Optimization exercise on an open flow, not production practice. RTL: at most simulated, not proved equivalent. Function not checked: runs 6 and 7. Power: default activity.

**flow/config.mk**
```make
export PLATFORM = sky130hd
export DESIGN_NAME = geq_decoder
export DESIGN_NICKNAME = geq_decoder
export VERILOG_FILES = /design/flow/design.v
export SDC_FILE = /design/flow/constraint.sdc
export NUM_CORES = 4
export LEC_CHECK = 0
export CAP_MARGIN = 20
export CORE_MARGIN = 2
export CORE_UTILIZATION = 40
export SLEW_MARGIN = 20
```
**flow/constraint.sdc**
```tcl
create_clock -name core_clock -period 8.0 [get_ports {clk}]
set_input_delay 1.6000 -clock core_clock [delete_from_list [all_inputs] [get_ports {clk}]]
set_output_delay 1.6000 -clock core_clock [all_outputs]
set_load 0.01 [all_outputs]
```
**flow/design.v**
```verilog
module geq_decoder (
    input  wire         clk,
    input  wire         rst,               
    input  wire         in_valid,          
    input  wire [7:0]   in_byte,
    output reg          frame_valid,       
    output reg  [7:0]   frame_board_id,
    output reg  [7:0]   frame_seq,
    output reg  [7:0]   frame_brightness,
    output reg  [423:0] frame_bars,        
    output reg  [423:0] frame_scope,       
    output reg  [31:0]  frame_vu           
);
    localparam integer BODY_LEN = 113;
    localparam [1:0] S_SYNC0 = 2'd0,
                     S_SYNC1 = 2'd1,
                     S_BODY  = 2'd2;
    reg [1:0]  st;
    reg [6:0]  cur;                        
    reg [8*BODY_LEN-1:0] body;             
    reg [7:0] body_xor;
    integer k;
    always @* begin
        body_xor = 8'h00;
        for (k = 0; k < BODY_LEN; k = k + 1)
            body_xor = body_xor ^ body[8*k +: 8];
    end
    wire in_body     = in_valid && (st == S_BODY);
    wire body_byte   = in_body && (cur != BODY_LEN);
    wire check_byte  = in_body && (cur == BODY_LEN);
    wire good_packet = check_byte && (body_xor == in_byte);
    always @(posedge clk) begin
        if (rst) begin
            st          <= S_SYNC0;
            cur         <= 7'd0;
            frame_valid <= 1'b0;
        end else begin
            frame_valid <= good_packet;
            if (in_valid) begin
                case (st)
                    S_SYNC0:
                        if (in_byte == 8'hAA)
                            st <= S_SYNC1;
                    S_SYNC1:
                        if (in_byte == 8'h55) begin
                            st  <= S_BODY;
                            cur <= 7'd0;
                        end else if (in_byte != 8'hAA) begin
                            st <= S_SYNC0;
                        end
                    S_BODY:
                        if (cur == BODY_LEN)
                            st <= S_SYNC0;
                        else
                            cur <= cur + 7'd1;
                    default:
                        st <= S_SYNC0;
                endcase
            end
        end
    end
    always @(posedge clk) begin
        if (body_byte)
            body[8*cur +: 8] <= in_byte;
    end
    always @(posedge clk) begin
        if (good_packet) begin
            frame_board_id   <= body[8*0 +: 8];
            frame_seq        <= body[8*1 +: 8];
            frame_brightness <= body[8*2 +: 8];
            frame_bars       <= body[8*3   +: 424];
            frame_scope      <= body[8*56  +: 424];
            frame_vu         <= body[8*109 +: 32];
        end
    end
endmodule
```
**flow/run.sh**
```bash
#!/bin/bash
# synth_recipe.tcl (not shown) runs the flow's synth.tcl, then flattens the netlist and writes it again
# the make line also repeats each setting of config.mk as NAME=value (left out here)
make -C /OpenROAD-flow-scripts/flow DESIGN_CONFIG=/design/flow/config.mk WORK_HOME=/design/flow/orfs CLKGATE_MAP_FILE= SYNTH_SCRIPT=/design/flow/synth_recipe.tcl finish
```
==> results.cfg, run 1 <==
[run_status]
status = timing/DRC/antenna clean

[clock_tree]
clk_pin_slew_worst_paths_ns = 0.06
cts_buffers = 190
htreeDepth = 4
cts-resized-gates = 0
cts_tree = built
insertion_delay_ns = 0.84
post_cts_buffers = 0
max-clock-path-buffers = 3
cts-root-buf = clkbuf_16
cts_sinks = 1818
hold_buffers = 0

[cells_and_area]
fillers = 15402
area_growth_pct = 24.6
regArea_mm2 = 0.0545
layout_commonest_cell = edfxtp_1
layout-drive-gt1-share = 0.249
fin_cells = 7659
design_area_mm2 = 0.0930
final_util = 0.502
final_cell_mix = edfxtp_1 (1,808), clkdlybuf4s50_1 (907), mux2_2 (903), xnor2_1 (745), clkbuf_16 (193)
nets = 5033
multi_input_area_mm2 = 0.0197

[grt]
grt_max_degree = 189
overflow = 0
grt_pass1_wl_um = 330000
grt_util_met3 = 0.0476
grt_pass1_vias = 38930
use_met2 = 0.431
met1_usage = 0.317
grt.busiest_layer = met2
antenna_found_initial = 4
track_usage = 0.254

[die]
initial_core_util = 0.403
core_mm2 = 0.185
rows = 158
io_pins = 916
die_w_um = 436
die_h_um = 436
die_area_mm2 = 0.190

[synth]
yosysSeqAreaShare = 0.730
synth_edf_count = 1808
synth_ff_type = edfxtp_1
synth_cell_types = 43
ys_warn_count = 1
ys_seq_elements = 1818
syn-cell-area_mm2 = 0.0747
synth_top_area_cell = edfxtp_1
yosysTopAreaCellShare = 0.727
avgSynthCellArea_um2 = 18.8
postSynth.asyncResetShare = 0
synthesis.nets = 3997
synth_top_cells_by_area = edfxtp_1 (73%), mux2_2 (14%), xnor2_1 (8.8%), xor2_1 (1.1%), xnor3_1 (0.90%)
synth_cells = 3979

[setup_path]
path_cells = xnor2_1, xnor3_1, xnor3_1, xnor3_1, xnor3_1, xnor3_2, nand4_1, nor3_4, buf_12, buf_12
crit_type = reg2reg
startpoint_type = flop
critPathMaxStageDelay_ns = 0.69
crit_family = XOR/XNOR gates
crit_arrival_ns = 5.47
path_max_fanout = 148
critical_path_required_ns = 8.44
slowest_stage = xnor3_1
path_common_cell = xnor3_1
end_kind = flop
crit_buf_inv = 2

[place]
portBuffers = 915
place_inst = 7303
gp_congestion = 0.849
hpwl_um = 174000
dpl-instance-area_mm2 = 0.0871

[pwr]
power.density_mw_per_mm2 = 204
ir_worst_vdd_uv = 178
p_leak_nw = 25.7

[sta]
final-hold-violation-count = 0
setup_violations = 0
max_freq_mhz = 199
rsz0062_at_grt = no
tightest_slew_ns = 1.17
tns_ns = 0
maxSlewViolCount = 0
relSlewSlack = 0.220
holdWs_ns = 0.460
period_share = 0.629
finClkSkew_ns = 0.0380
period_minus_slack_ns = 5.03

[drt]
drtPass1Iterations = 5
viasPerCell = 5.17
dr.first_iter.drc_count = 3749
drc = 0
drtAntennaViolNets = 0
vias = 39597
wl_um = 248000
wl_per_cell_um = 32.3

[run]
maxCapViolCount = 0

[min_path]
min_path_type = reg2reg
==> power breakdown <==
part / internal (W) / switching [W] / total (W)
sequential: 0.0103 / 0.0000000697 / 0.0103
combinational: 0.0000254 / 0.000117 / 0.000142
clock: 0.00472 / 0.00382 / 0.00854
==> final cells by class <==
cell class              instances  area share
inverters                      10    0.000403
multi-input cells            2021       0.212
clock buffers                 249      0.0542
clock inverters               103     0.00951
flip-flops and latches       1818       0.586
diodes                          4    0.000108
repair buffers                974       0.105
well taps                    2480      0.0334
==> cell families (layout without fill, tap and decap cells) <==
logic type / after synthesis / in the layout / share of synthesized area
XOR/XNOR: 877 / 877 / 0.109
buffers and inverters: 140 / 1336 / 0.00717
AO/OA/AOI/OAI: 22 / 22 / 0.00186
multiplexers: 906 / 906 / 0.137
adder cells (fa/ha/maj): 7 / 7 / 0.00117
other: 0 / 4 / 0
flip-flops: 1818 / 1818 / 0.730
AND/OR/NAND/NOR: 209 / 209 / 0.0144
==> synthesized netlist by cell type (all sizes together) (3+ instances only) <==
cell type	instances
a21oi	6
and3	3
buf	8
clkbuf	122
dfxtp	10
edfxtp	1808
ha	7
inv	10
mux2	904
nand2	67
nand2b	5
nand3	5
nand4	5
nor2	86
nor3	9
nor4	3
nor4bb	4
o21ai	7
or2	13
or3	7
xnor2	749
xnor3	33
xor2	95
==> metal layers <==
metal / routed length (µm) / part of all wire
met1: 98300 / 0.40
met2: 124000 / 0.50
met3: 14000 / 0.056
met4: 11300 / 0.046
met5: 0 / 0
==> registers in the layout, indices dropped and copies added, names as in the netlist <==
name              flops
frame_bars          424
frame_scope         424
frame_valid           1
body                904
st                    2
frame_board_id        8
frame_brightness      8
frame_vu             32
frame_seq             8
cur                   7
==> through the flow <==
step / total power [W] / setup slack, ns
after floorplan: 0.0106 / -16.94
after global placement: 0.0107 / 2.60
after detailed placement: 0.0107 / 2.67
after CTS: 0.0191 / 3.02
after global routing: 0.0195 / 2.90
final: 0.0190 / 2.97
==> final timing paths <==
kind / from / endpoint / slack [ns] / cells past startpoint
worst max-delay path: body[129] / frame_scope[403] / 2.97 / 10
worst min-delay path: body[636] / frame_scope[188] / 0.46 / 0
worst max register to register: body[129] / frame_scope[403] / 2.97 / 10
worst min register to register: body[636] / frame_scope[188] / 0.46 / 0
==> run 2: changes to the inputs <==
--- a/flow/design.v
+++ b/flow/design.v
@@ -4,12 +4,12 @@
     input  wire         in_valid,          
     input  wire [7:0]   in_byte,
     output reg          frame_valid,       
-    output reg  [7:0]   frame_board_id,
-    output reg  [7:0]   frame_seq,
-    output reg  [7:0]   frame_brightness,
-    output reg  [423:0] frame_bars,        
-    output reg  [423:0] frame_scope,       
-    output reg  [31:0]  frame_vu           
+    output wire [7:0]   frame_board_id,
+    output wire [7:0]   frame_seq,
+    output wire [7:0]   frame_brightness,
+    output wire [423:0] frame_bars,        
+    output wire [423:0] frame_scope,       
+    output wire [31:0]  frame_vu           
 );
     localparam integer BODY_LEN = 113;
     localparam [1:0] S_SYNC0 = 2'd0,
@@ -17,14 +17,8 @@
                      S_BODY  = 2'd2;
     reg [1:0]  st;
     reg [6:0]  cur;                        
+    reg [7:0]  body_xor;                   
     reg [8*BODY_LEN-1:0] body;             
-    reg [7:0] body_xor;
-    integer k;
-    always @* begin
-        body_xor = 8'h00;
-        for (k = 0; k < BODY_LEN; k = k + 1)
-            body_xor = body_xor ^ body[8*k +: 8];
-    end
     wire in_body     = in_valid && (st == S_BODY);
     wire body_byte   = in_body && (cur != BODY_LEN);
     wire check_byte  = in_body && (cur == BODY_LEN);
@@ -60,17 +54,19 @@
         end
     end
     always @(posedge clk) begin
-        if (body_byte)
-            body[8*cur +: 8] <= in_byte;
+        if (in_valid && st == S_SYNC1)
+            body_xor <= 8'h00;
+        else if (body_byte)
+            body_xor <= body_xor ^ in_byte;
     end
     always @(posedge clk) begin
-        if (good_packet) begin
-            frame_board_id   <= body[8*0 +: 8];
-            frame_seq        <= body[8*1 +: 8];
-            frame_brightness <= body[8*2 +: 8];
-            frame_bars       <= body[8*3   +: 424];
-            frame_scope      <= body[8*56  +: 424];
-            frame_vu         <= body[8*109 +: 32];
-        end
+        if (body_byte)
+            body <= {in_byte, body[8*BODY_LEN-1:8]};
     end
+    assign frame_board_id   = body[8*0 +: 8];
+    assign frame_seq        = body[8*1 +: 8];
+    assign frame_brightness = body[8*2 +: 8];
+    assign frame_bars       = body[8*3   +: 424];
+    assign frame_scope      = body[8*56  +: 424];
+    assign frame_vu         = body[8*109 +: 32];
 endmodule
==> flow/flow/run.sh (new file) <==
#!/bin/bash
set -euo pipefail
export BUFFER_PORTS_ARGS="-buffer_cell sky130_fd_sc_hd__buf_1"
bash standard.sh > standard.log 2>&1
==> flow/standard.sh (new file) <==
#!/bin/bash
# synth_recipe.tcl (not shown) runs the flow's synth.tcl, then flattens the netlist and writes it again
# the make line also repeats each setting of config.mk as NAME=value (left out here)
make -C /OpenROAD-flow-scripts/flow DESIGN_CONFIG=/design/flow/config.mk WORK_HOME=/design/flow/orfs CLKGATE_MAP_FILE= SYNTH_SCRIPT=/design/flow/synth_recipe.tcl "${@:-finish}"
removed: flow/run.sh
==> run 2 against run 1 <==
First-iteration DRC count is 62% lower. Synthesized area is 62% lower. Global-route usage is 5.5 points lower. Non-clock buffer count is 43 lower. Fmax is 34% higher. Cell area is 61% lower. Utilization is 1.3 points higher. Worst hold slack worse by 0.026 ns. Critical path depth is 5 lower. Register-to-register slack better by 1.4 ns. Sequential share of layout area is 18 points higher. Final cell count is 60% lower. Largest cell class unchanged. Highest routed layer unchanged.
==> results.cfg, run 2 <==
[drt]
drtPass1Iterations = 5
drc = 0
wl_um = 75000
vias = 14638
drtAntennaViolNets = 0
dr.first_iter.drc_count = 1431
viasPerCell = 4.78
wl_per_cell_um = 24.5

[clock_tree]
cts_tree = built
hold_buffers = 0
htreeDepth = 3
cts-root-buf = clkbuf_16
post_cts_buffers = 0
cts_sinks = 922
cts-resized-gates = 0
cts_buffers = 93
clk_pin_slew_worst_paths_ns = 0.06
max-clock-path-buffers = 3
insertion_delay_ns = 0.64

[run]
maxCapViolCount = 0

[setup_path]
path_max_fanout = 55
end_kind = flop
startpoint_type = input pin
crit_arrival_ns = 3.99
critical_path_required_ns = 8.25
r2r-start = cur[1]
worst-r2r-setup-slack_ns = 4.40
rr_endpoint = body[709]
crit_type = in2reg
reg2regPathDepth = 7

[die]
die_h_um = 270
die_w_um = 270
rows = 97
die_area_mm2 = 0.0728
core_mm2 = 0.0700
initial_core_util = 0.403
io_pins = 916

[cells_and_area]
nets = 2068
area_growth_pct = 27.5
largest_reg_flops = 904
largest-register = body
reg.largest.list = body x904, body_xor x8, cur x7
final_cell_mix = buf_1 (915), edfxtp_1 (904), clkbuf_16 (95), dfxtp_1 (18), clkbuf_1 (18)
layout-drive-gt1-share = 0.0703
layout_commonest_cell = buf_1

[run_status]
status = timing/DRC/antenna clean

[grt]
grt_pass1_wl_um = 105000
grt_max_degree = 195
overflow = 0
grt_pass1_vias = 14323
antenna_found_initial = 0
track_usage = 0.199

[synth]
postSynth.asyncResetShare = 0
synth_cell_types = 31
yosysSeqAreaShare = 0.974
synth_cells = 1032
synth_ff_type = edfxtp_1
synthesis.nets = 1048
synth_top_cells_by_area = edfxtp_1 (96%), dfxtp_1 (1.3%), xor2_1 (0.50%), o211ai_1 (0.27%), ha_1 (0.22%)
avgSynthCellArea_um2 = 27.4
synthTopCellsByCount = edfxtp_1 (904), dfxtp_1 (18), xor2_1 (16)
synth_edf_count = 904
yosysMostFrequentCell = edfxtp_1
syn-cell-area_mm2 = 0.0282
yosysTopAreaCellShare = 0.961
ys_seq_elements = 922
ys_warn_count = 1
synth_top_area_cell = edfxtp_1

[place]
gp_congestion = 0.937
hpwl_um = 55200
portBuffers = 915

[pwr]
ir_worst_vdd_uv = 195
finalPower_w = 0.00954
power.density_mw_per_mm2 = 265
p_leak_nw = 9.44

[sta]
finClkSkew_ns = 0.0253
tightest_slew_ns = 1.11
setup_violations = 0
rsz0062_at_grt = no
relSlewSlack = 0.259
period_minus_slack_ns = 3.74
period_share = 0.467
max_freq_mhz = 267
tns_ns = 0
maxSlewViolCount = 0
final-hold-violation-count = 0

[min_path]
whs_path_depth = 0
worstHoldStart = body[183]
worstHoldEndpoint = body[175]
min_path_type = reg2reg
-- run 2: cell type report --
cell class                      count  area (µm²)
Fill cell                        5771       34000
Sequential cell                   922       27500
Timing Repair Buffer              931        3580
Clock buffer                      113        2440
Tap cell                          940        1180
Multi-Input combinational cell     98         711
Clock inverter                     49         584
Inverter                            6        22.5
Antenna cell                        1        2.50
-- run 2: cells by family after synthesis --
| kind of cell | after synthesis | share of synthesized area |
|---|---|---|
| and+or+nand+nor | 47 | 0.00926 |
| buffers and inverters | 12 | 0.00168 |
| AOI/OAI and AO/OA | 29 | 0.00784 |
| muxes | 1 | 0.000354 |
| adders and majority gates | 5 | 0.00221 |
| xor gates and xnor gates | 16 | 0.00496 |
| DFF | 922 | 0.974 |
-- run 2: per-stage QoR --
step | worst slack, ns | instance area [µm²] | hold slack (ns) | std cells | utilization
final | 4.26 | 36000 | 0.434 | 3060 | 0.514
after global routing | 4.07 | 36000 | 0.449 | 3059 | 0.514
after CTS | 4.25 | 36000 | 0.427 | 3059 | 0.514
after detailed placement | 3.56 | 33000 | 0.430 | 2897 | 0.471
after global placement | 3.65 | 33000 | 0.430 | 2897 | 0.471
after floorplan | -7.47 | 28300 | 0.452 | 1032 | -
-- run 2: critical path, cell delays in order --
cell and delay [ns]:
buf_1 0.27, nand2_4 0.09, nor2_4 0.71, buf_4 0.61, buf_4 0.66
-- run 2: report_power, final --
part            total, W  internal, W  switching, W  leakage [nW]
combinational  0.0000165   0.00000602     0.0000104          1.42
clock            0.00430      0.00251       0.00179          1.47
sequential       0.00523      0.00522    0.00000256          6.55
-- run 2: metal layers --
metal | share of wire | global-route usage
met3 | 0.094 | 0.0725
met5 | 0 | 0
met1 | 0.34 | 0.215
met4 | 0.064 | 0.121
met2 | 0.50 | 0.333
-- run 2: worst max path at each step --
stage / startpoint / to / slack, ns / depth (start not counted)
finish: in_valid / body[709] / 4.26 / 5
global route: in_valid / body[709] / 4.07 / 5
CTS: in_valid / body[693] / 4.25 / 5
detailed placement: in_valid / body[617] / 3.56 / 5
global placement: in_valid / body[609] / 3.65 / 5
floorplan: in_valid / body[0] / -7.47 / 2
==> run 3: changes to the inputs <==
==> flow/flow/run.sh (replaced) <==
#!/bin/bash
set -euo pipefail
export BUFFER_PORTS_ARGS="-buffer_cell sky130_fd_sc_hd__buf_1"
export CTS_ARGS="-sink_clustering_enable -repair_clock_nets -dont_use_dummy_load -buf_list {sky130_fd_sc_hd__clkbuf_4 sky130_fd_sc_hd__clkbuf_8}"
bash standard.sh > standard.log 2>&1
--- a/flow/config.mk
+++ b/flow/config.mk
@@ -7,5 +7,5 @@
 export LEC_CHECK = 0
 export CAP_MARGIN = 20
 export CORE_MARGIN = 2
-export CORE_UTILIZATION = 40
+export CORE_UTILIZATION = 55
 export SLEW_MARGIN = 20
==> run 3 against run 2 <==
The flow now stops in 3_2_place_iop. Synthesized cell count is the same. Synthesized area is the same.
==> results.cfg, run 3 <==
[synth]
synth_top_area_cell = edfxtp_1
synth_cell_types = 31
postSynth.asyncResetShare = 0
yosysSeqAreaShare = 0.974
ys_warn_count = 1
yosysTopAreaCellShare = 0.961
syn-cell-area_mm2 = 0.0282
avgSynthCellArea_um2 = 27.4
synth_ff_type = edfxtp_1
synth_cells = 1032
synth_edf_count = 904
ys_seq_elements = 922
synthesis.nets = 1048
synth_top_cells_by_area = edfxtp_1 (96%), dfxtp_1 (1.3%), xor2_1 (0.50%), o211ai_1 (0.27%), ha_1 (0.22%)
synthTopCellsByCount = edfxtp_1 (904), dfxtp_1 (18), xor2_1 (16)
yosysMostFrequentCell = edfxtp_1

[die]
rows = 83
die_h_um = 231
die_w_um = 231
initial_core_util = 0.553

[run_status]
firstError = [ERROR PPL-0024] Number of IO pins (916) exceeds maximum number of available positions (830). Increase the die perimeter from 922.54um to 1245.76um.
status = stopped before the end
lastStage = 3_2_place_iop
run 3: cell counts after synthesis:
Identical to the previous run, type by type.
run 3: kinds of logic after synthesis:
group           share of synthesized area
xor+xnor                          0.00496
fa+ha+maj                         0.00221
flops                               0.974
compound gates                    0.00784
buf+inv                           0.00168
mux                              0.000354
simple gates                      0.00926
==> run 4: changes to the inputs <==
--- a/flow/config.mk
+++ b/flow/config.mk
@@ -6,6 +6,6 @@
 export NUM_CORES = 4
 export LEC_CHECK = 0
 export CAP_MARGIN = 20
-export CORE_MARGIN = 2
-export CORE_UTILIZATION = 55
+export CORE_AREA = 3 3 317 317
+export DIE_AREA = 0 0 320 320
 export SLEW_MARGIN = 20
==> run 4 against run 3 <==
Synthesized area is the same. Now clean on timing, DRC and antenna. Synthesized cell count is the same.
==> results.cfg, run 4 <==
[run_status]
status = timing/DRC/antenna clean

[sta]
relSlewSlack = 0.317
finClkSkew_ns = 0.0760
rsz0062_at_grt = no
tightest_slew_ns = 1.02
period_share = 0.432
final-hold-violation-count = 0
holdWs_ns = 0.393
max_freq_mhz = 289
setup_violations = 0
maxSlewViolCount = 0
tns_ns = 0
period_minus_slack_ns = 3.46

[setup_path]
path_cells = inv_1, ha_1, nand4bb_1, nor2_1, nor2_4, buf_12, buf_12
crit_arrival_ns = 3.78
rr_endpoint = body[404]
startpoint_type = flop
crit_type = reg2reg
reg2regPathDepth = 7
end_kind = flop
path_max_fanout = 178
critPathMaxStageDelay_ns = 0.59
path_common_cell = buf_12
slowest_stage = buf_12
r2r-start = cur[1]
worst-r2r-setup-slack_ns = 4.54
critical_path_required_ns = 8.32

[grt]
antenna_found_initial = 2
grt_max_degree = 179
grt_util_met3 = 0.0611
grt.busiest_layer = met2
overflow = 0
use_met2 = 0.236
track_usage = 0.138
met1_usage = 0.151
grt_pass1_wl_um = 105000
grt_pass1_vias = 14886

[die]
die_h_um = 320
rows = 114
core_mm2 = 0.0973
initial_core_util = 0.290
die_area_mm2 = 0.102
die_w_um = 320
io_pins = 916

[cells_and_area]
reg.largest.list = body x904, body_xor x8, cur x7
fillers = 9019
layout_commonest_cell = buf_1
layout-drive-gt1-share = 0.0807
largest-register = body
final_cell_mix = buf_1 (915), edfxtp_1 (904), clkbuf_8 (148), dfxtp_1 (18), xor2_1 (16)
largest_reg_flops = 904
nets = 2124
fin_cells = 3383
area_growth_pct = 25.6

[synth]
syn-cell-area_mm2 = 0.0282
yosysTopAreaCellShare = 0.961
synth_top_cells_by_area = edfxtp_1 (96%), dfxtp_1 (1.3%), xor2_1 (0.50%), o211ai_1 (0.27%), ha_1 (0.22%)
synth_cells = 1032
yosysSeqAreaShare = 0.974
avgSynthCellArea_um2 = 27.4
ys_warn_count = 1
postSynth.asyncResetShare = 0
synth_top_area_cell = edfxtp_1
synth_cell_types = 31
synth_edf_count = 904
synthTopCellsByCount = edfxtp_1 (904), dfxtp_1 (18), xor2_1 (16)
yosysMostFrequentCell = edfxtp_1
ys_seq_elements = 922
synth_ff_type = edfxtp_1
synthesis.nets = 1048

[place]
place_inst = 3234
portBuffers = 915
hpwl_um = 54100
gp_congestion = 0.831

[min_path]
whs_path_depth = 0
worstHoldStart = body[93]
worstHoldEndpoint = body[85]
min_path_type = reg2reg

[drt]
wl_per_cell_um = 21.8
viasPerCell = 4.32
wl_um = 73700
drtAntennaViolNets = 0
vias = 14604
drc = 0
drtPass1Iterations = 5
dr.first_iter.drc_count = 1376

[run]
maxCapViolCount = 0

[clock_tree]
hold_buffers = 0
cts_tree = built
insertion_delay_ns = 0.77
clk_pin_slew_worst_paths_ns = 0.06
cts_sinks = 922
post_cts_buffers = 0
cts-resized-gates = 0
cts_buffers = 148
cts-root-buf = clkbuf_8
htreeDepth = 4
max-clock-path-buffers = 3

[pwr]
ir_worst_vdd_uv = 184
power.density_mw_per_mm2 = 238
finalPower_w = 0.00845
p_leak_nw = 9.05
## run 4: cell counts after synthesis
No cell type changed its count.
## run 4: power breakdown
group	leakage (nW)	switching (W)	internal (W)
combinational	1.43	0.0000124	0.00000635
sequential	6.55	0.00000265	0.00523
clock	1.06	0.00158	0.00163
## run 4: final cells by class
class                      count  area, µm²  share of cell area
multi-input combinational     98        711              0.0200
timing repair buffer         932       3610               0.102
tap                         1276       1600              0.0450
antenna                        1       2.50           0.0000705
clock buffer                 148       2040              0.0574
inverter                       6       22.5            0.000635
sequential                   922      27500               0.775
## run 4: kinds of logic (layout without fill, tap and decap cells)
family / after synthesis / in the layout / share of synthesized area
flops: 922 / 922 / 0.974
simple gates: 47 / 47 / 0.00926
compound gates: 29 / 29 / 0.00784
xor+xnor: 16 / 16 / 0.00496
buf+inv: 12 / 1086 / 0.00168
fa+ha+maj: 5 / 5 / 0.00221
mux: 1 / 1 / 0.000354
other cells: 0 / 1 / 0
## run 4: how the worst max path moves through the flow
stage / from / to / slack (ns) / depth (start not counted)
after floorplan: in_valid / body[0] / -7.47 / 2
after global placement: in_valid / body[30] / 3.92 / 5
after detailed placement: in_valid / body[30] / 3.82 / 5
after CTS: cur[1] / body[192] / 4.54 / 7
after global routing: cur[1] / body[65] / 4.30 / 7
final: cur[1] / body[404] / 4.54 / 7
## run 4: metal layers
metal / share of wire / wire length, µm
met2: 0.51 / 37700
met4: 0.028 / 2100
met5: 0 / 0
met1: 0.35 / 25600
met3: 0.11 / 8190
## run 4: worst max-delay path, delay by kind of cell (launching register included)
| family | cells | cell delay (ns) |
|---|---|---|
| adder cells (fa/ha/maj) | 1 | 0.18 |
| AND/OR/NAND/NOR | 3 | 1.15 |
| buffers and inverters | 3 | 1.00 |
| flip-flops | 1 | 0.37 |
## run 4: metrics by stage
| stage | worst slack (ns) | cell area, µm² | util |
|---|---|---|---|
| after floorplan | -7.47 | 28300 | - |
| after global placement | 3.92 | 33400 | 0.344 |
| after detailed placement | 3.82 | 33400 | 0.344 |
| after CTS | 4.54 | 35500 | 0.365 |
| after global routing | 4.30 | 35500 | 0.365 |
| final | 4.54 | 35500 | 0.365 |
==> run 5: changes to the inputs <==
==> flow/run.sh (new file) <==
#!/bin/bash
# synth_recipe.tcl (not shown) runs the flow's synth.tcl, then flattens the netlist and writes it again
# the make line also repeats each setting of config.mk as NAME=value (left out here)
make -C /OpenROAD-flow-scripts/flow DESIGN_CONFIG=/design/flow/config.mk WORK_HOME=/design/flow/orfs CLKGATE_MAP_FILE= SYNTH_SCRIPT=/design/flow/synth_recipe.tcl finish
--- a/flow/config.mk
+++ b/flow/config.mk
@@ -6,6 +6,6 @@
 export NUM_CORES = 4
 export LEC_CHECK = 0
 export CAP_MARGIN = 20
-export CORE_AREA = 3 3 317 317
-export DIE_AREA = 0 0 320 320
+export CORE_MARGIN = 2
+export CORE_UTILIZATION = 40
 export SLEW_MARGIN = 20
removed: flow/flow/run.sh
removed: flow/standard.sh
==> run 5 against run 4 <==
Synthesized area unchanged. Synthesized cell count is the same. Wire length up 15%. Via count is 0.53% lower. Global-route usage increased by 8.6 points. Clock skew fell by 0.053 ns. Critical path type is now in2reg. Critical endpoint is now body[182]. Largest cell class unchanged. Largest power group unchanged.
==> results.cfg, run 5 <==
[run_status]
status = timing/DRC/antenna clean

[cells_and_area]
nets = 2060
layout-drive-gt1-share = 0.0651
largest_reg_flops = 904
largest-register = body
area_growth_pct = 47.1
reg.largest.list = body x904, body_xor x8, cur x7
final_util = 0.594
layout_commonest_cell = clkdlybuf4s50_1
final_cell_mix = clkdlybuf4s50_1 (915), edfxtp_1 (904), clkbuf_16 (94), clkbuf_1 (29)
diodes = 0

[synth]
synth_top_cells_by_area = edfxtp_1 (96%), dfxtp_1 (1.3%), xor2_1 (0.50%), o211ai_1 (0.27%), ha_1 (0.22%)
synth_cells = 1032
ys_warn_count = 1
yosysMostFrequentCell = edfxtp_1
ys_seq_elements = 922
synth_cell_types = 31
synthTopCellsByCount = edfxtp_1 (904), dfxtp_1 (18), xor2_1 (16)
yosysSeqAreaShare = 0.974
syn-cell-area_mm2 = 0.0282
synth_top_area_cell = edfxtp_1
yosysTopAreaCellShare = 0.961
synthesis.nets = 1048
avgSynthCellArea_um2 = 27.4
synth_ff_type = edfxtp_1
synth_edf_count = 904
postSynth.asyncResetShare = 0

[place]
portBuffers = 915
hpwl_um = 62900
gp_congestion = 0.872

[setup_path]
crit_family = buffers and inverters
path_cells = clkdlybuf4s50_1, nand2_4, nor2_4, buf_12, buf_12
end_kind = flop
startpoint_type = input pin
crit_type = in2reg
path_max_fanout = 164
critPathMaxStageDelay_ns = 0.63
path_common_cell = buf_12
crit_buf_inv = 3
critical_path_required_ns = 8.25
slowest_stage = clkdlybuf4s50_1
crit_arrival_ns = 4.20

[die]
rows = 97
die_w_um = 270
die_area_mm2 = 0.0728
die_h_um = 270
io_pins = 916
core_mm2 = 0.0700
initial_core_util = 0.403

[drt]
viasPerCell = 4.75
drtPass1Iterations = 5
drc = 0
wl_per_cell_um = 27.6
vias = 14526
dr.first_iter.drc_count = 1479
wl_um = 84500
drtAntennaViolNets = 0

[sta]
maxSlewViolCount = 0
final-hold-violation-count = 0
tightest_slew_ns = 1.13
holdWs_ns = 0.435
period_share = 0.494
finClkSkew_ns = 0.0234
setup_violations = 0
period_minus_slack_ns = 3.95
max_freq_mhz = 253
relSlewSlack = 0.248
rsz0062_at_grt = no

[min_path]
min_path_type = reg2reg

[clock_tree]
cts_tree = built
hold_buffers = 0
max-clock-path-buffers = 3
insertion_delay_ns = 0.64
htreeDepth = 3
post_cts_buffers = 0
cts-root-buf = clkbuf_16
cts_buffers = 93
clk_pin_slew_worst_paths_ns = 0.06
cts-resized-gates = 0
cts_sinks = 922

[grt]
grt_pass1_wl_um = 115000
grt_max_degree = 195
grt_pass1_vias = 14644
overflow = 0
antenna_found_initial = 0
track_usage = 0.224

[pwr]
ir_worst_vdd_uv = 241
p_leak_nw = 12.1
power.density_mw_per_mm2 = 225

[run]
maxCapViolCount = 0
## run 5: cell counts after synthesis
Identical to the previous run, type by type.
## run 5: metrics by stage
stage	total power [W]	setup slack (ns)	area [µm²]	TNS, ns	cells
global placement	0.00535	3.56	38700	0	2889
finish	0.00934	4.05	41600	0	3061
detailed placement	0.00535	3.47	38700	0	2889
floorplan	0.00534	-7.47	28300	-6751.07	1032
CTS	0.00944	4.18	41600	0	3061
global route	0.00962	4.01	41600	0	3061
## run 5: worst register-to-register path, cell delays in order, from the launching register on
cell	delay [ns]
dfxtp_1	0.37
inv_1	0.06
ha_1	0.20
nand4bb_1	0.41
nor2_1	0.16
nor2_4	0.46
buf_12	0.51
buf_12	0.67
## run 5: area by class of cell
type                    count  area (µm²)
clock buffers             125        2490
clock inverters            47         377
fillers                  5102       28500
inverters                   6        22.5
multi-input cells          98         711
flip-flops and latches    922       27500
well taps                 940        1180
repair buffers            923        9280
## run 5: power by group
| part | total [W] | switching, W | internal, W |
|---|---|---|---|
| clock | 0.00410 | 0.00180 | 0.00230 |
| sequential | 0.00523 | 0.00000253 | 0.00522 |
| combinational | 0.0000201 | 0.0000108 | 0.00000930 |
| total | 0.00934 | 0.00182 | 0.00753 |
## run 5: cells by family after synthesis
logic type	Yosys count	synth area share
buffers and inverters	12	0.00168
XOR/XNOR	16	0.00496
adder cells (fa/ha/maj)	5	0.00221
AO/OA/AOI/OAI	29	0.00784
flip-flops	922	0.974
multiplexers	1	0.000354
AND/OR/NAND/NOR	47	0.00926
## run 5: final timing paths
kind | start | endpoint | slack [ns] | cells past startpoint
hold reg to reg | body[197] | body[189] | 0.44 | 0
hold / removal | body[197] | body[189] | 0.44 | 0
setup / recovery | in_valid | body[182] | 4.05 | 5
setup reg to reg | cur[1] | body[182] | 4.54 | 7
## run 5: metal layers
metal / track usage / share of wire / up-vias
met5: 0 / 0 / -
met4: 0.0567 / 0.022 / 0
met3: 0.0943 / 0.096 / 93
met2: 0.406 / 0.53 / 686
met1: 0.241 / 0.35 / 7522
li1: - / - / 6225
==> run 6: changes to the inputs <==
==> flow/design.v (replaced) <==
module geq_decoder (
    input  wire         clk,
    input  wire         rst,               
    input  wire         in_valid,          
    input  wire [7:0]   in_byte,
    output wire         frame_valid,       
    output wire [7:0]   frame_board_id,
    output wire [7:0]   frame_seq,
    output wire [7:0]   frame_brightness,
    output wire [423:0] frame_bars,        
    output wire [423:0] frame_scope,       
    output wire [31:0]  frame_vu           
);
    localparam integer BODY_LEN = 113;
    localparam [6:0] LFSR_FULL = 7'd25;
    reg        s1;                         
    reg        s2;                         
    reg [6:0]  cur;                        
    reg [7:0]  sum;                        
    reg        chk;                        
    reg [8*BODY_LEN-1:0] body;             
    wire is_aa      = (in_byte == 8'hAA);
    wire is_55      = (in_byte == 8'h55);
    wire full       = (cur == LFSR_FULL);
    wire body_byte  = in_valid && s2 && !full;
    wire check_byte = in_valid && s2 && full;
    always @(posedge clk) begin
        if (rst) begin
            s1  <= 1'b0;
            s2  <= 1'b0;
            chk <= 1'b0;
        end else begin
            chk <= check_byte;
            if (in_valid) begin
                if (s2) begin
                    if (full)
                        s2 <= 1'b0;
                end else if (s1) begin
                    s1 <= is_aa;
                    s2 <= is_55;
                end else begin
                    s1 <= is_aa;
                end
            end
        end
    end
    always @(posedge clk) begin
        if (!s2)
            cur <= 7'd0;
        else if (body_byte)
            cur <= {cur[5:0], ~(cur[6] ^ cur[5])};
    end
    always @(posedge clk) begin
        if (!s2)
            sum <= 8'h00;
        else if (in_valid)
            sum <= sum ^ in_byte;
    end
    assign frame_valid = chk && (sum == 8'h00);
    always @(posedge clk) begin
        if (body_byte)
            body <= {in_byte, body[8*BODY_LEN-1:8]};
    end
    assign frame_board_id   = body[8*0 +: 8];
    assign frame_seq        = body[8*1 +: 8];
    assign frame_brightness = body[8*2 +: 8];
    assign frame_bars       = body[8*3   +: 424];
    assign frame_scope      = body[8*56  +: 424];
    assign frame_vu         = body[8*109 +: 32];
endmodule
==> flow/flow/run.sh (new file) <==
#!/bin/bash
set -euo pipefail
export BUFFER_PORTS_ARGS="-buffer_cell sky130_fd_sc_hd__buf_1"
export CTS_ARGS="-sink_clustering_enable -repair_clock_nets -dont_use_dummy_load -sink_clustering_size 30 -sink_clustering_max_diameter 100 -buf_list {sky130_fd_sc_hd__clkbuf_8 sky130_fd_sc_hd__clkbuf_16}"
bash standard.sh > standard.log 2>&1
==> flow/standard.sh (new file) <==
#!/bin/bash
# synth_recipe.tcl (not shown) runs the flow's synth.tcl, then flattens the netlist and writes it again
# the make line also repeats each setting of config.mk as NAME=value (left out here)
make -C /OpenROAD-flow-scripts/flow DESIGN_CONFIG=/design/flow/config.mk WORK_HOME=/design/flow/orfs CLKGATE_MAP_FILE= SYNTH_SCRIPT=/design/flow/synth_recipe.tcl "${@:-finish}"
--- a/flow/config.mk
+++ b/flow/config.mk
@@ -6,6 +6,6 @@
 export NUM_CORES = 4
 export LEC_CHECK = 0
 export CAP_MARGIN = 20
-export CORE_MARGIN = 2
-export CORE_UTILIZATION = 40
+export CORE_AREA = 3 3 277 277
+export DIE_AREA = 0 0 280 280
 export SLEW_MARGIN = 20
removed: flow/run.sh
==> run 6 against run 5 <==
Still clean on timing, DRC and antenna. Clock-buffer cell count fell by 86. Clock power fell by 47%. Setup slack got worse by 0.15 ns. Synthesized area fell by 1.1%. Largest power group unchanged.
==> results.cfg, run 6 <==
[pwr]
power.density_mw_per_mm2 = 220
pwr-share-comb = 0.002
ir_worst_vdd_uv = 168
p_int_w = 0.00610
p_switching_w = 0.00132
power_switching_share = 0.178
pwr-share-clk = 0.295
power_frac_seq = 0.703
p_leak_nw = 8.35

[cells_and_area]
design_area_mm2 = 0.0337
reg.largest.list = body x904, sum x8, cur x7
largest_reg_flops = 904
final_util = 0.457
largest-register = body
area_growth_pct = 20.6
nets = 1962
layout_commonest_cell = buf_1
layout-drive-gt1-share = 0.0292
final_cell_mix = buf_1 (915), edfxtp_1 (904), clkbuf_16 (39), dfxtp_1 (18), nor2_1 (12)

[die]
initial_core_util = 0.379
die_h_um = 280
die_area_mm2 = 0.0784
rows = 99
io_pins = 916
core_mm2 = 0.0737
die_w_um = 280

[grt]
track_usage = 0.170
overflow = 0
grt_pass1_wl_um = 97500
grt_pass1_vias = 13393
antenna_found_initial = 2
grt_max_degree = 206

[synth]
synthTopCellsByCount = edfxtp_1 (904), dfxtp_1 (18), nor2_1 (12)
synth-adder-area-share = 0
ys_warn_count = 1
synth-xor-area-share = 0.00282
yosysSeqAreaShare = 0.985
synth_top_area_cell = edfxtp_1
muxShareOfSynthArea = 0.00179
yosys.area_share.simple = 0.00744
synth_edf_count = 904
synth_top_cells_by_area = edfxtp_1 (97%), dfxtp_1 (1.3%), xor2_1 (0.25%), mux2i_1 (0.18%), nor2_1 (0.16%)
synth_top_family_by_area = simple AND/OR/NAND/NOR gates
synth_cells = 984
synth_ff_type = edfxtp_1
ys_seq_elements = 922
postSynth.asyncResetShare = 0
synth_compound_area_frac = 0.00211
yosysMostFrequentCell = edfxtp_1
avgSynthCellArea_um2 = 28.4
yosysTopAreaCellShare = 0.972
synth_cell_types = 26
synthesis.nets = 995
syn-cell-area_mm2 = 0.0279

[sta]
tightest_slew_ns = 1.11
maxSlewViolCount = 0
finClkSkew_ns = 0.0813
period_minus_slack_ns = 4.10
tns_ns = 0
rsz0062_at_grt = no
holdWs_ns = 0.407
period_share = 0.513
max_freq_mhz = 244
relSlewSlack = 0.259
setup_violations = 0
final-hold-violation-count = 0
fin_ws_ns = 3.90

[clock_tree]
htreeDepth = 2
cts_tree = built
clk_pin_slew_worst_paths_ns = 0.11
cts-root-buf = clkbuf_16
max-clock-path-buffers = 3
cts-resized-gates = 0
cts_sinks = 922
hold_buffers = 0
insertion_delay_ns = 0.60
post_cts_buffers = 0
cts_buffers = 39

[run]
maxCapViolCount = 0

[drt]
drc = 0
vias = 13557
dr.first_iter.drc_count = 1086
drtPass1Iterations = 5
viasPerCell = 4.66
drtAntennaViolNets = 0
wl_um = 71000
wl_per_cell_um = 24.4

[setup_path]
startpoint_type = input pin
rr_endpoint = body[652]
r2r-start = cur[5]
reg2regPathDepth = 4
end_kind = flop
path_max_fanout = 205
crit_type = in2reg
worst-r2r-setup-slack_ns = 4.98
crit_arrival_ns = 4.24
critical_path_required_ns = 8.14

[min_path]
min_path_type = reg2reg
worstHoldEndpoint = body[506]
whs_path_depth = 0
worstHoldStart = body[514]

[run_status]
status = timing/DRC/antenna clean

[place]
portBuffers = 915
dpl-instance-area_mm2 = 0.0327
pre_cts_ws_ns = 3.38
gp_congestion = 0.860
hpwl_um = 54000
## run 6: changes by cell type in the layout (fill, tap and decap cells not counted), moves of 10 or more
cell / previous run / this run
clkinv_2: 18 / 0
clkinv_1: 18 / 0
buf_1: 0 / 915
o211ai_1: 10 / 0
clkdlybuf4s50_1: 915 / 0
clkbuf_1: 29 / 0
clkbuf_16: 94 / 39
## run 6: layout make-up
type,count,area (µm²)
inverter,2,7.51
clock buffer,39,976
timing repair buffer,929,3590
sequential,922,27500
tap,959,1200
multi-input combinational,57,400
antenna,2,5.00
fill,6277,40000
## run 6: metal layers
layer,vias to the layer above,track usage,routed length (µm)
met5,-,0,0
met4,0,0.0618,2540
met3,96,0.0581,6570
met2,672,0.312,38200
met1,6924,0.180,23700
li1,5865,-,-
## run 6: how the worst max path moves through the flow
| stage | from | endpoint | cells after the start |
|---|---|---|---|
| final | in_valid | body[652] | 3 |
| after global routing | in_valid | body[894] | 3 |
| after CTS | in_valid | body[852] | 3 |
| after detailed placement | in_valid | body[2] | 4 |
| after global placement | in_valid | body[143] | 4 |
| after floorplan | in_valid | body[0] | 3 |
## run 6: logic make-up (layout without fill, tap and decap cells)
group | count (synthesis) | after routing
simple gates | 35 | 35
mux | 5 | 5
buf+inv | 5 | 970
compound gates | 8 | 8
xor+xnor | 9 | 9
flops | 922 | 922
other cells | 0 | 2
## run 6: critical path: stages
cell and delay, ns:
buf_1 0.61, and3_4 0.96, buf_12 0.78
## run 6: per-stage QoR
stage	cells	power (W)
after global routing	2910	0.00766
after global placement	2869	0.00533
after floorplan	984	0.00533
after CTS	2908	0.00750
final	2910	0.00742
after detailed placement	2869	0.00533
## run 6: power groups by stage
stage	logic, W	registers, W	clock network, W
after floorplan	0.00000666	0.00532	0
after global placement	0.0000129	0.00532	0
after detailed placement	0.0000129	0.00532	0
after CTS	0.0000130	0.00521	0.00228
after global routing	0.0000136	0.00521	0.00243
final	0.0000125	0.00521	0.00219
==> run 7: changes to the inputs <==
==> flow/flow/run.sh (replaced) <==
#!/bin/bash
set -euo pipefail
export BUFFER_PORTS_ARGS="-buffer_cell sky130_fd_sc_hd__buf_1"
export CTS_ARGS="-sink_clustering_enable -repair_clock_nets -dont_use_dummy_load -sink_clustering_size 18 -sink_clustering_max_diameter 60 -buf_list {sky130_fd_sc_hd__clkbuf_4 sky130_fd_sc_hd__clkbuf_8}"
bash standard.sh > standard.log 2>&1
==> run 7 against run 6 <==
Fmax is 2.7% higher. Worst hold slack worse by 0.064 ns. Total power is 1.1% lower. Clock power is 4% lower. First-iteration DRC count is 6.2% higher. Global-route usage is 0.33 points higher. Wire length is 1.3% higher. Non-clock buffer count stayed put. Clock-buffer cell count is 29 higher. Synthesized area stayed put. Synthesized cell count stayed put. Sequential cell count stayed put.
==> results.cfg, run 7 <==
[synth]
synth_top_area_cell = edfxtp_1
synth_edf_count = 904
yosysMostFrequentCell = edfxtp_1
ys_warn_count = 1
synth_cells = 984
postSynth.asyncResetShare = 0
synthTopCellsByCount = edfxtp_1 (904), dfxtp_1 (18), nor2_1 (12)
synthesis.nets = 995
avgSynthCellArea_um2 = 28.4
synth_ff_type = edfxtp_1
synth_cell_types = 26
synth_top_cells_by_area = edfxtp_1 (97%), dfxtp_1 (1.3%), xor2_1 (0.25%), mux2i_1 (0.18%), nor2_1 (0.16%)
ys_seq_elements = 922
yosysTopAreaCellShare = 0.972
yosysSeqAreaShare = 0.985
syn-cell-area_mm2 = 0.0279

[clock_tree]
cts-resized-gates = 0
cts_tree = built
htreeDepth = 3
hold_buffers = 0
cts_sinks = 922
cts_buffers = 68
cts-root-buf = clkbuf_8
clk_pin_slew_worst_paths_ns = 0.11
post_cts_buffers = 0
max-clock-path-buffers = 3
insertion_delay_ns = 0.68

[grt]
antenna_found_initial = 2
grt_pass1_vias = 13668
grt_max_degree = 206
overflow = 0
track_usage = 0.173
grt_pass1_wl_um = 98900

[cells_and_area]
final_util = 0.456
nets = 1991
layout-drive-gt1-share = 0.0435
largest_reg_flops = 904
area_growth_pct = 20.5
fillers = 6275
final_cell_mix = buf_1 (915), edfxtp_1 (904), clkbuf_8 (68), dfxtp_1 (18), nor2_1 (12)
fin_cells = 2939
layout_commonest_cell = buf_1
reg.largest.list = body x904, sum x8, cur x7
largest-register = body

[die]
die_h_um = 280
core_mm2 = 0.0737
initial_core_util = 0.379
die_w_um = 280
rows = 99
die_area_mm2 = 0.0784
io_pins = 916

[drt]
wl_met3_um = 6860
wl_met2_um = 38200
drtPass1Iterations = 5
drc = 0
wl_per_cell_um = 24.5
wl_um = 71900
viasPerCell = 4.65
vias = 13663
dr.first_iter.drc_count = 1153
drtAntennaViolNets = 0
highest-signal-layer = met4
met1_length_um = 24000

[sta]
setup_violations = 0
maxSlewViolCount = 0
relSlewSlack = 0.247
max_freq_mhz = 250
final-hold-violation-count = 0
rsz0062_at_grt = no
tightest_slew_ns = 1.13
finClkSkew_ns = 0.133
period_minus_slack_ns = 4.00
period_share = 0.499
tns_ns = 0

[pwr]
ir_worst_vdd_uv = 151
power.density_mw_per_mm2 = 218
p_leak_nw = 8.36

[place]
hpwl_um = 54000
gp_congestion = 0.860
place_inst = 2869
portBuffers = 915

[setup_path]
crit_arrival_ns = 4.25
critical_path_required_ns = 8.26
startpoint_type = input pin
crit_type = in2reg
path_max_fanout = 205
worst-r2r-setup-slack_ns = 5.03
end_kind = flop

[run]
maxCapViolCount = 0

[run_status]
status = timing/DRC/antenna clean

[min_path]
min_path_type = reg2reg
[run 7: changes by cell type in the layout (fill, tap and decap cells not counted)]
| cell | delta |
|---|---|
| clkbuf_16 | -39 |
| clkbuf_8 | +68 |
[run 7: stage by stage]
| stage | power (W) | setup WS, ns | instance area (µm²) | hold WS, ns |
|---|---|---|---|---|
| 5_1_grt | 0.00760 | 3.87 | 33600 | 0.355 |
| 3_5_place_dp | 0.00533 | 3.38 | 32700 | 0.430 |
| 2_1_floorplan | 0.00533 | -0.648 | 27900 | 0.442 |
| 3_3_place_gp | 0.00533 | 3.48 | 32700 | 0.431 |
| 6_report | 0.00734 | 4.00 | 33600 | 0.342 |
| 4_1_cts | 0.00744 | 4.09 | 33600 | 0.342 |
[run 7: final timing paths]
path	to	start	cells after the start
max	body[807]	in_valid	3
min	body[544]	body[552]	0
max reg2reg	body[807]	cur[5]	4
min reg2reg	body[544]	body[552]	0
[run 7: final cells by class]
type / instances / area (µm²) / share of cell area
inverters: 2 / 7.51 / 0.000223
repair buffers: 929 / 3590 / 0.107
well taps: 959 / 1200 / 0.0357
diodes: 2 / 5.00 / 0.000149
flip-flops and latches: 922 / 27500 / 0.818
multi-input cells: 57 / 400 / 0.0119
clock buffers: 68 / 936 / 0.0278
[run 7: kinds of logic (layout without fill, tap and decap cells)]
group | Yosys count | in the layout | share of synthesized area
AOI/OAI and AO/OA | 8 | 8 | 0.00211
other | 0 | 2 | 0
DFF | 922 | 922 | 0.985
and+or+nand+nor | 35 | 35 | 0.00744
buffers and inverters | 5 | 999 | 0.000896
muxes | 5 | 5 | 0.00179
xor gates and xnor gates | 9 | 9 | 0.00282
[run 7: power by group]
group	switching, W	internal (W)	leakage (nW)
logic	0.00000891	0.00000367	1.33
registers	0.00000000542	0.00521	6.55
clock network	0.00135	0.000766	0.489
total	0.00136	0.00598	8.36
[run 7: critical path: stages]
cell	delay (ns)
buf_1	0.61
and3_4	0.96
buf_12	0.74
[run 7: per-layer routing]
metal / vias to the layer above / global-route usage
met2: 695 / 0.312
met1: 6930 / 0.181
li1: 5908 / -
met5: - / 0
met4: 0 / 0.0714
met3: 130 / 0.0648
==> run 8: changes to the inputs <==
==> flow/design.v (replaced) <==
module geq_decoder (
    input  wire         clk,
    input  wire         rst,               
    input  wire         in_valid,          
    input  wire [7:0]   in_byte,
    output wire         frame_valid,       
    output wire [7:0]   frame_board_id,
    output wire [7:0]   frame_seq,
    output wire [7:0]   frame_brightness,
    output wire [423:0] frame_bars,        
    output wire [423:0] frame_scope,       
    output wire [31:0]  frame_vu           
);
    localparam integer BODY_LEN = 113;
    localparam integer NB = 8 * BODY_LEN;
    localparam [6:0] LFSR_LAST = 7'd12;
    reg        s1;                         
    reg        body_st;                    
    reg        body_stn;                   
    reg        ck;                         
    reg [6:0]  cur;                        
    reg [7:0]  sum;                        
    reg        chk;                        
    reg [NB-1:0] body;                     
    wire is_aa = (in_byte == 8'hAA);
    wire is_55 = (in_byte == 8'h55);
    wire last  = (cur == LFSR_LAST);
    wire sync  = in_valid && s1 && is_55;
    always @(posedge clk) begin
        if (rst) begin
            s1       <= 1'b0;
            body_st  <= 1'b0;
            body_stn <= 1'b1;
            ck       <= 1'b0;
            chk      <= 1'b0;
        end else begin
            chk <= in_valid && ck;
            if (in_valid) begin
                if (body_st) begin
                    if (last) begin
                        body_st  <= 1'b0;
                        body_stn <= 1'b1;
                        ck       <= 1'b1;
                    end
                end else if (ck) begin
                    ck <= 1'b0;
                end else begin
                    s1       <= is_aa;
                    body_st  <= s1 && is_55;
                    body_stn <= !(s1 && is_55);
                end
            end
        end
    end
    always @(posedge clk) begin
        if (!body_st)
            cur <= 7'd0;
        else if (in_valid)
            cur <= {cur[5:0], ~(cur[6] ^ cur[5])};
    end
    always @(posedge clk) begin
        if (!(body_st || ck))
            sum <= 8'h00;
        else if (in_valid)
            sum <= sum ^ in_byte;
    end
    assign frame_valid = chk && (sum == 8'h00);
    wire shift = in_valid && body_st;
    wire hold  = !in_valid || body_stn;
    always @(posedge clk)
        body <= ({NB{shift}} & {in_byte, body[NB-1:8]}) | ({NB{hold}} & body);
    assign frame_board_id   = body[8*0 +: 8];
    assign frame_seq        = body[8*1 +: 8];
    assign frame_brightness = body[8*2 +: 8];
    assign frame_bars       = body[8*3   +: 424];
    assign frame_scope      = body[8*56  +: 424];
    assign frame_vu         = body[8*109 +: 32];
endmodule
--- a/flow/config.mk
+++ b/flow/config.mk
@@ -8,4 +8,5 @@
 export CAP_MARGIN = 20
 export CORE_AREA = 3 3 277 277
 export DIE_AREA = 0 0 280 280
+export PLACE_DENSITY = 0.75
 export SLEW_MARGIN = 20
==> run 8 against run 7 <==
Still clean on timing, DRC and antenna. Clock skew down 0.070 ns. Non-clock buffer count rose by 3. Synthesized area increased by 1.2%. Global-route usage rose by 3.7 points. Via count is 53% higher. Die area unchanged. Clock-buffer cell count decreased by 7. Largest cell class unchanged. Largest power group unchanged. Highest routed layer unchanged.
==> results.cfg, run 8 <==
[pwr]
power_frac_seq = 0.690
pwr-share-clk = 0.306
pwr-share-comb = 0.004
p_leak_nw = 12.2
ir_worst_vdd_uv = 146
power_switching_share = 0.207
power.density_mw_per_mm2 = 205
p_switching_w = 0.00138
p_int_w = 0.00529

[cells_and_area]
multi_input_area_mm2 = 0.00835
largest_reg_flops = 904
final_cell_mix = dfxtp_1 (924), buf_1 (915), a22o_1 (904), clkbuf_8 (61), nor2_1 (16)
area_growth_pct = 15.1
nets = 2899
fin_cells = 3849
reg.largest.list = body x904, sum x8, cur x7
regArea_mm2 = 0.0185
layout-drive-gt1-share = 0.0284
layout_commonest_cell = dfxtp_1
largest-register = body
fillers = 6963

[sta]
final-hold-violation-count = 0
rsz0062_at_grt = no
max_freq_mhz = 289
period_minus_slack_ns = 3.46
period_share = 0.433
tns_ns = 0
fin_ws_ns = 4.54
setup_violations = 0
relSlewSlack = 0.254
tightest_slew_ns = 1.12
maxSlewViolCount = 0
finClkSkew_ns = 0.0623

[clock_tree]
insertion_delay_ns = 0.67
post_cts_buffers = 0
hold_buffers = 0
clk_pin_slew_worst_paths_ns = 0.10
cts_sinks = 924
max-clock-path-buffers = 3
cts_tree = built
cts-root-buf = clkbuf_8
cts_buffers = 61
cts-resized-gates = 0
htreeDepth = 2

[synth]
synthTopCellsByCount = dfxtp_1 (924), a22o_1 (904), buf_2 (121)
syn-cell-area_mm2 = 0.0283
synth_cell_types = 29
synthesis.nets = 2109
postSynth.asyncResetShare = 0
avgSynthCellArea_um2 = 13.5
yosysTopAreaCellShare = 0.654
synth_ff_type = dfxtp_1
synth_top_area_cell = dfxtp_1
synth_cells = 2098
yosysSeqAreaShare = 0.654
ys_warn_count = 1
yosysMostFrequentCell = dfxtp_1
synth_edf_count = 0
ys_seq_elements = 924
synth_top_cells_by_area = dfxtp_1 (65%), a22o_1 (28%), buf_6 (2.6%), buf_2 (2.1%), mux2i_1 (0.25%)

[setup_path]
end_kind = flop
crit_type = in2reg
startpoint_type = input pin
rr_endpoint = body[229]
crit_arrival_ns = 4.02
r2r-start = body_st
path_max_fanout = 221
critical_path_required_ns = 8.55
reg2regPathDepth = 3
worst-r2r-setup-slack_ns = 5.50

[run]
maxCapViolCount = 0

[place]
pre_cts_ws_ns = 3.89
hpwl_um = 64300
gp_congestion = 0.933
place_inst = 3783
portBuffers = 915

[drt]
vias = 20952
viasPerCell = 5.44
drc = 0
drtAntennaViolNets = 0
wl_um = 88800
drtPass1Iterations = 5
dr.first_iter.drc_count = 1950
wl_per_cell_um = 23.1

[die]
die_w_um = 280
core_mm2 = 0.0737
rows = 99
die_area_mm2 = 0.0784
io_pins = 916
initial_core_util = 0.384
die_h_um = 280

[min_path]
whs_path_depth = 1
worstHoldStart = body[230]
worstHoldEndpoint = body[222]
min_path_type = reg2reg

[grt]
track_usage = 0.210
grt_pass1_wl_um = 128000
grt_max_degree = 227
antenna_found_initial = 4
overflow = 0
grt_pass1_vias = 18691

[run_status]
status = timing/DRC/antenna clean
==> run 8: cell count changes after synthesis, sizes merged, moves of 3 or more <==
| cell | change |
|---|---|
| nor2 | +4 |
| edfxtp | -904 |
| dfxtp | +906 |
| buf | +194 |
| a22o | +904 |
| nor4 | -3 |
| clkbuf | +8 |
==> run 8: cells by family after synthesis <==
family	count (synthesis)	synth area share
muxes	7	0.00248
xor gates and xnor gates	9	0.00279
buffers and inverters	206	0.0505
AOI/OAI and AO/OA	911	0.282
DFF	924	0.654
and+or+nand+nor	41	0.00779
==> run 8: power groups by stage <==
stage / logic, W / registers, W / clock network (W)
5_1_grt: 0.0000255 / 0.00461 / 0.00226
2_1_floorplan: 0.0000101 / 0.00471 / 0
3_3_place_gp: 0.0000237 / 0.00471 / 0
3_5_place_dp: 0.0000239 / 0.00471 / 0
6_report: 0.0000239 / 0.00461 / 0.00204
4_1_cts: 0.0000240 / 0.00461 / 0.00210
==> run 8: metrics by stage <==
step	hold slack [ns]	power, W	area (µm²)	util
3_5_place_dp	0.466	0.00474	31700	0.430
4_1_cts	0.452	0.00673	32500	0.441
5_1_grt	0.462	0.00689	32500	0.442
2_1_floorplan	0.456	0.00472	28300	-
3_3_place_gp	0.461	0.00474	31700	0.430
6_report	0.441	0.00667	32500	0.442
==> run 8: worst max-delay path by stage <==
stage / startpoint / end / cells past startpoint
after detailed placement: in_valid / body[614] / 5
final: in_valid / body[229] / 5
after CTS: sum[2] / frame_valid / 4
after global placement: in_valid / body[749] / 5
after global routing: in_valid / body[781] / 5
after floorplan: sum[2] / frame_valid / 3
==> run 8: worst max-delay path, stage by stage <==
cell and delay, ns:
buf_1 0.07, buf_4 0.28, and2_4 0.88, buf_12 0.72, a22o_1 0.24
==> run 8: final cells by class <==
cell class                      instances  area share
Sequential cell                       924       0.568
Clock buffer                           61      0.0258
Multi-Input combinational cell        968       0.257
Antenna cell                            4    0.000308
Inverter                                1    0.000115
Timing Repair Buffer                  932       0.112
Tap cell                              959      0.0369
==> run 8: metal layers <==
| layer | global-route usage | vias up | wire length [µm] |
|---|---|---|---|
| li1 | - | 9609 | - |
| met1 | 0.280 | 10318 | 37100 |
| met2 | 0.338 | 870 | 42300 |
| met3 | 0.0428 | 155 | 6460 |
| met4 | 0.0732 | 0 | 3040 |
| met5 | 0 | - | 0 |
==> run 9: changes to the inputs <==
--- a/flow/config.mk
+++ b/flow/config.mk
@@ -8,5 +8,5 @@
 export CAP_MARGIN = 20
 export CORE_AREA = 3 3 277 277
 export DIE_AREA = 0 0 280 280
-export PLACE_DENSITY = 0.75
+export PLACE_DENSITY = 0.9
 export SLEW_MARGIN = 20
==> run 9 against run 8 <==
Still clean on timing, DRC and antenna. Final cell count is essentially flat. Utilization is essentially flat. Via count grew 3.5%. Critical path type is now reg2out. Critical endpoint is now frame_valid.
==> results.cfg, run 9 <==
[setup_path]
crit_buf_inv = 1
path_cells = nor4_1, nand3b_1, nor4_1, buf_1
crit_family = simple AND/OR/NAND/NOR gates
path_common_cell = nor4_1
r2r-start = body_stn
crit_arrival_ns = 2.23
worst-r2r-setup-slack_ns = 5.17
path_max_fanout = 2
reg2regPathDepth = 4
slowest_stage = nor4_1
end_kind = output port
startpoint_type = flop
critical_path_required_ns = 6.40
critPathMaxStageDelay_ns = 0.55
rr_endpoint = body[279]
crit_type = reg2out

[synth]
synth_edf_count = 0
synthesis.nets = 2109
ys_warn_count = 1
syn-cell-area_mm2 = 0.0283
yosysMostFrequentCell = dfxtp_1
synth_cells = 2098
synthTopCellsByCount = dfxtp_1 (924), a22o_1 (904), buf_2 (121)
synth_ff_type = dfxtp_1
postSynth.asyncResetShare = 0
synth_cell_types = 29
yosysSeqAreaShare = 0.654
yosysTopAreaCellShare = 0.654
synth_top_area_cell = dfxtp_1
ys_seq_elements = 924
avgSynthCellArea_um2 = 13.5
synth_top_cells_by_area = dfxtp_1 (65%), a22o_1 (28%), buf_6 (2.6%), buf_2 (2.1%), mux2i_1 (0.25%)

[run_status]
status = timing/DRC/antenna clean

[grt]
grt_max_degree = 240
track_usage = 0.216
grt_pass1_vias = 19707
overflow = 0
grt_pass1_wl_um = 131000
antenna_found_initial = 5

[min_path]
worstHoldStart = body[670]
whs_path_depth = 1
worstHoldEndpoint = body[662]
min_path_type = reg2reg

[clock_tree]
cts_buffers = 61
post_cts_buffers = 0
clk_pin_slew_worst_paths_ns = 0.11
cts-root-buf = clkbuf_8
hold_buffers = 0
max-clock-path-buffers = 3
cts_tree = built
cts_sinks = 924
insertion_delay_ns = 0.71
htreeDepth = 2
cts-resized-gates = 0

[cells_and_area]
largest_reg_flops = 904
largest-register = body
layout-drive-gt1-share = 0.0287
final_cell_mix = dfxtp_1 (924), buf_1 (915), a22o_1 (904), clkbuf_8 (61), nor2_1 (16)
reg.largest.list = body x904, sum x8, cur x7
area_growth_pct = 15.2
nets = 2900
fillers = 6575
layout_commonest_cell = dfxtp_1

[sta]
period_minus_slack_ns = 3.83
holdWs_ns = 0.444
period_share = 0.479
final-hold-violation-count = 0
maxSlewViolCount = 0
finClkSkew_ns = 0.0665
tns_ns = 0
setup_violations = 0
tightest_slew_ns = 1.18
rsz0062_at_grt = no
max_freq_mhz = 261
relSlewSlack = 0.215
fin_ws_ns = 4.17

[pwr]
p_leak_nw = 12.2
power.density_mw_per_mm2 = 205
pwr-share-clk = 0.305
power_switching_share = 0.206
finalPower_w = 0.00667
ir_worst_vdd_uv = 140
pwr-share-comb = 0.004
power_frac_seq = 0.691
p_int_w = 0.00529
p_switching_w = 0.00137

[die]
core_mm2 = 0.0737
die_h_um = 280
die_area_mm2 = 0.0784
rows = 99
io_pins = 916
initial_core_util = 0.384
die_w_um = 280

[drt]
wl_um = 91500
drtAntennaViolNets = 0
wl_per_cell_um = 23.8
dr.first_iter.drc_count = 2088
drtPass1Iterations = 5
drc = 0
vias = 21684
viasPerCell = 5.63

[place]
portBuffers = 915
pre_cts_ws_ns = 3.77
hpwl_um = 67600
gp_congestion = 0.971

[run]
maxCapViolCount = 0
-- run 9: cells by family (layout without fill, tap and decap cells) --
group,Yosys count,after routing,synth area share
buffers and inverters,206,995,0.0505
xor gates and xnor gates,9,9,0.00279
other,0,4,0
AOI/OAI and AO/OA,911,911,0.282
and+or+nand+nor,41,41,0.00779
DFF,924,924,0.654
muxes,7,7,0.00248
-- run 9: area by class of cell --
type                            instances  area, µm²  share of cell area
Multi-Input combinational cell        968       8350               0.256
Sequential cell                       924      18500               0.568
Tap cell                              959       1200              0.0368
Inverter                                1       3.75            0.000115
Antenna cell                            4       10.0            0.000307
Timing Repair Buffer                  933       3670               0.113
Clock buffer                           61        840              0.0258
-- run 9: worst max-delay path by stage --
| stage | start | end | depth (start not counted) |
|---|---|---|---|
| floorplan | sum[2] | frame_valid | 3 |
| CTS | sum[2] | frame_valid | 4 |
| finish | sum[2] | frame_valid | 4 |
| global route | sum[2] | frame_valid | 4 |
| detailed placement | in_valid | body[279] | 6 |
| global placement | in_valid | body[272] | 6 |
-- run 9: power by group through the flow --
stage / clock [W] / combinational, W / sequential [W]
after detailed placement: 0 / 0.0000255 / 0.00471
after floorplan: 0 / 0.0000101 / 0.00471
after global placement: 0 / 0.0000248 / 0.00471
final: 0.00203 / 0.0000256 / 0.00461
after CTS: 0.00206 / 0.0000256 / 0.00461
after global routing: 0.00222 / 0.0000275 / 0.00461
-- run 9: per-stage QoR --
step                area, µm²  cells   util
finish                  32600   3850  0.442
global route            32600   3850  0.442
CTS                     32600   3846  0.442
detailed placement      31700   3785  0.430
global placement        31700   3785  0.430
floorplan               28300   2098      -
-- run 9: worst register-to-register path, stage by stage (launching register included) --
cell and delay [ns]:
dfxtp_1 0.35, nand2b_4 0.48, buf_12 0.53, buf_4 1.07
a22o_1 0.34
-- run 9: layer usage --
layer  GRT usage  vias up  share of wire
met5           0        -              0
met4       0.148        0          0.076
met3      0.0492      242          0.092
met2       0.346     1286           0.46
met1       0.258    10538           0.37
li1            -     9618              -
==> run 10: changes to the inputs <==
--- a/flow/config.mk
+++ b/flow/config.mk
@@ -8,5 +8,4 @@
 export CAP_MARGIN = 20
 export CORE_AREA = 3 3 277 277
 export DIE_AREA = 0 0 280 280
-export PLACE_DENSITY = 0.9
 export SLEW_MARGIN = 20
==> run 10 against run 9 <==
Still clean. Sequential cell count did not move. Non-clock buffer count rose by 7. Synthesized area did not move. Wire length rose by 2.9%. Die area did not move. Critical path type is now in2reg. Critical endpoint is now body[258]. Largest cell class unchanged. Largest power group unchanged. Highest routed layer unchanged.
==> results.cfg, run 10 <==
[drt]
viasPerCell = 5.51
wl_per_cell_um = 24.4
drtPass1Iterations = 5
vias = 21282
wl_um = 94200
drc = 0
drtAntennaViolNets = 0
dr.first_iter.drc_count = 1720

[synth]
syn-cell-area_mm2 = 0.0283
synth_edf_count = 0
synth_cells = 2098
synth_ff_type = dfxtp_1
avgSynthCellArea_um2 = 13.5
yosysSeqAreaShare = 0.654
postSynth.asyncResetShare = 0
yosysTopAreaCellShare = 0.654
ys_warn_count = 1
synthTopCellsByCount = dfxtp_1 (924), a22o_1 (904), buf_2 (121)
synth_cell_types = 29
synth_top_area_cell = dfxtp_1
yosysMostFrequentCell = dfxtp_1
ys_seq_elements = 924
synthesis.nets = 2109
synth_top_cells_by_area = dfxtp_1 (65%), a22o_1 (28%), buf_6 (2.6%), buf_2 (2.1%), mux2i_1 (0.25%)

[setup_path]
path_cells = buf_1, buf_4, nand2b_4, buf_4, buf_12, a22o_1
slowest_stage = nand2b_4
path_common_cell = buf_4
startpoint_type = input pin
critPathMaxStageDelay_ns = 0.66
crit_type = in2reg
end_kind = flop
crit_arrival_ns = 4.13
path_max_fanout = 212
critical_path_required_ns = 8.52

[cells_and_area]
nets = 2915
fillers = 6971
multi_input_area_mm2 = 0.00835
layout_commonest_cell = dfxtp_1
largest-register = body
largest_reg_flops = 904
area_growth_pct = 15.7
regArea_mm2 = 0.0185
reg.largest.list = body x904, sum x8, cur x7
final_cell_mix = dfxtp_1 (924), buf_1 (915), a22o_1 (904), clkbuf_8 (69), buf_4 (19)
layout-drive-gt1-share = 0.0338

[place]
hpwl_um = 68600
gp_congestion = 0.913
portBuffers = 915

[clock_tree]
clk_pin_slew_worst_paths_ns = 0.11
insertion_delay_ns = 0.69
cts_buffers = 69
cts_tree = built
cts_sinks = 924
cts-resized-gates = 0
cts-root-buf = clkbuf_8
hold_buffers = 0
post_cts_buffers = 0
htreeDepth = 3
max-clock-path-buffers = 3

[sta]
rsz0062_at_grt = no
period_minus_slack_ns = 3.61
holdWs_ns = 0.447
setup_violations = 0
period_share = 0.451
max_freq_mhz = 277
final-hold-violation-count = 0
finClkSkew_ns = 0.0909
tightest_slew_ns = 1.27
tns_ns = 0
maxSlewViolCount = 0
relSlewSlack = 0.151

[die]
die_area_mm2 = 0.0784
rows = 99
core_mm2 = 0.0737
die_w_um = 280
die_h_um = 280
io_pins = 916
initial_core_util = 0.384

[run]
maxCapViolCount = 0

[grt]
track_usage = 0.225
grt_pass1_wl_um = 136000
overflow = 0
grt_max_degree = 232
antenna_found_initial = 3
grt_pass1_vias = 20170

[min_path]
min_path_type = reg2reg

[pwr]
power.density_mw_per_mm2 = 209
p_leak_nw = 12.3
ir_worst_vdd_uv = 147

[run_status]
status = timing/DRC/antenna clean
-- run 10: cell counts after synthesis --
No cell type changed its count.
-- run 10: area by class of cell --
cell class	instances	area share
Timing Repair Buffer	940	0.113
Clock buffer	69	0.0290
Antenna cell	3	0.000230
Sequential cell	924	0.566
Inverter	1	0.000115
Multi-Input combinational cell	968	0.255
Tap cell	959	0.0367
-- run 10: per-stage QoR --
step | area [µm²] | total power [W] | utilization | std cells | setup slack, ns
2_1_floorplan | 28300 | 0.00472 | - | 2098 | 5.40
3_3_place_gp | 31800 | 0.00474 | 0.431 | 3792 | 3.95
3_5_place_dp | 31800 | 0.00474 | 0.431 | 3792 | 3.85
4_1_cts | 32700 | 0.00690 | 0.444 | 3861 | 4.43
5_1_grt | 32700 | 0.00706 | 0.444 | 3864 | 4.33
6_report | 32700 | 0.00683 | 0.444 | 3864 | 4.39
-- run 10: where the power goes --
part | switching (W) | internal, W
clock | 0.00142 | 0.000778
combinational | 0.0000142 | 0.00000982
sequential | 0.00000463 | 0.00460
total | 0.00144 | 0.00539
-- run 10: worst paths after layout --
path,start,endpoint,slack [ns],cells after the start
worst min-delay path,body[215],body[207],0.45,1
worst min register to register,body[215],body[207],0.45,1
worst max-delay path,in_valid,body[258],4.39,6
worst max register to register,body_stn,body[258],5.35,4
-- run 10: kinds of logic after synthesis --
| kind of cell | Yosys count | share of synthesized area |
|---|---|---|
| compound gates | 911 | 0.282 |
| xor+xnor | 9 | 0.00279 |
| buf+inv | 206 | 0.0505 |
| flops | 924 | 0.654 |
| mux | 7 | 0.00248 |
| simple gates | 41 | 0.00779 |
-- run 10: layer usage --
| layer | global-route usage | vias to the layer above | wire length, µm |
|---|---|---|---|
| li1 | - | 9629 | - |
| met1 | 0.272 | 10619 | 37600 |
| met2 | 0.378 | 848 | 45300 |
| met3 | 0.0594 | 186 | 7170 |
| met4 | 0.0962 | 0 | 4090 |
| met5 | 0 | - | 0 |
-- run 10: critical path: cells and delay by family --
kind | cells | cell delay [ns]
AOI/OAI and AO/OA | 1 | 0.26
buffers and inverters | 4 | 1.33
and+or+nand+nor | 1 | 0.66
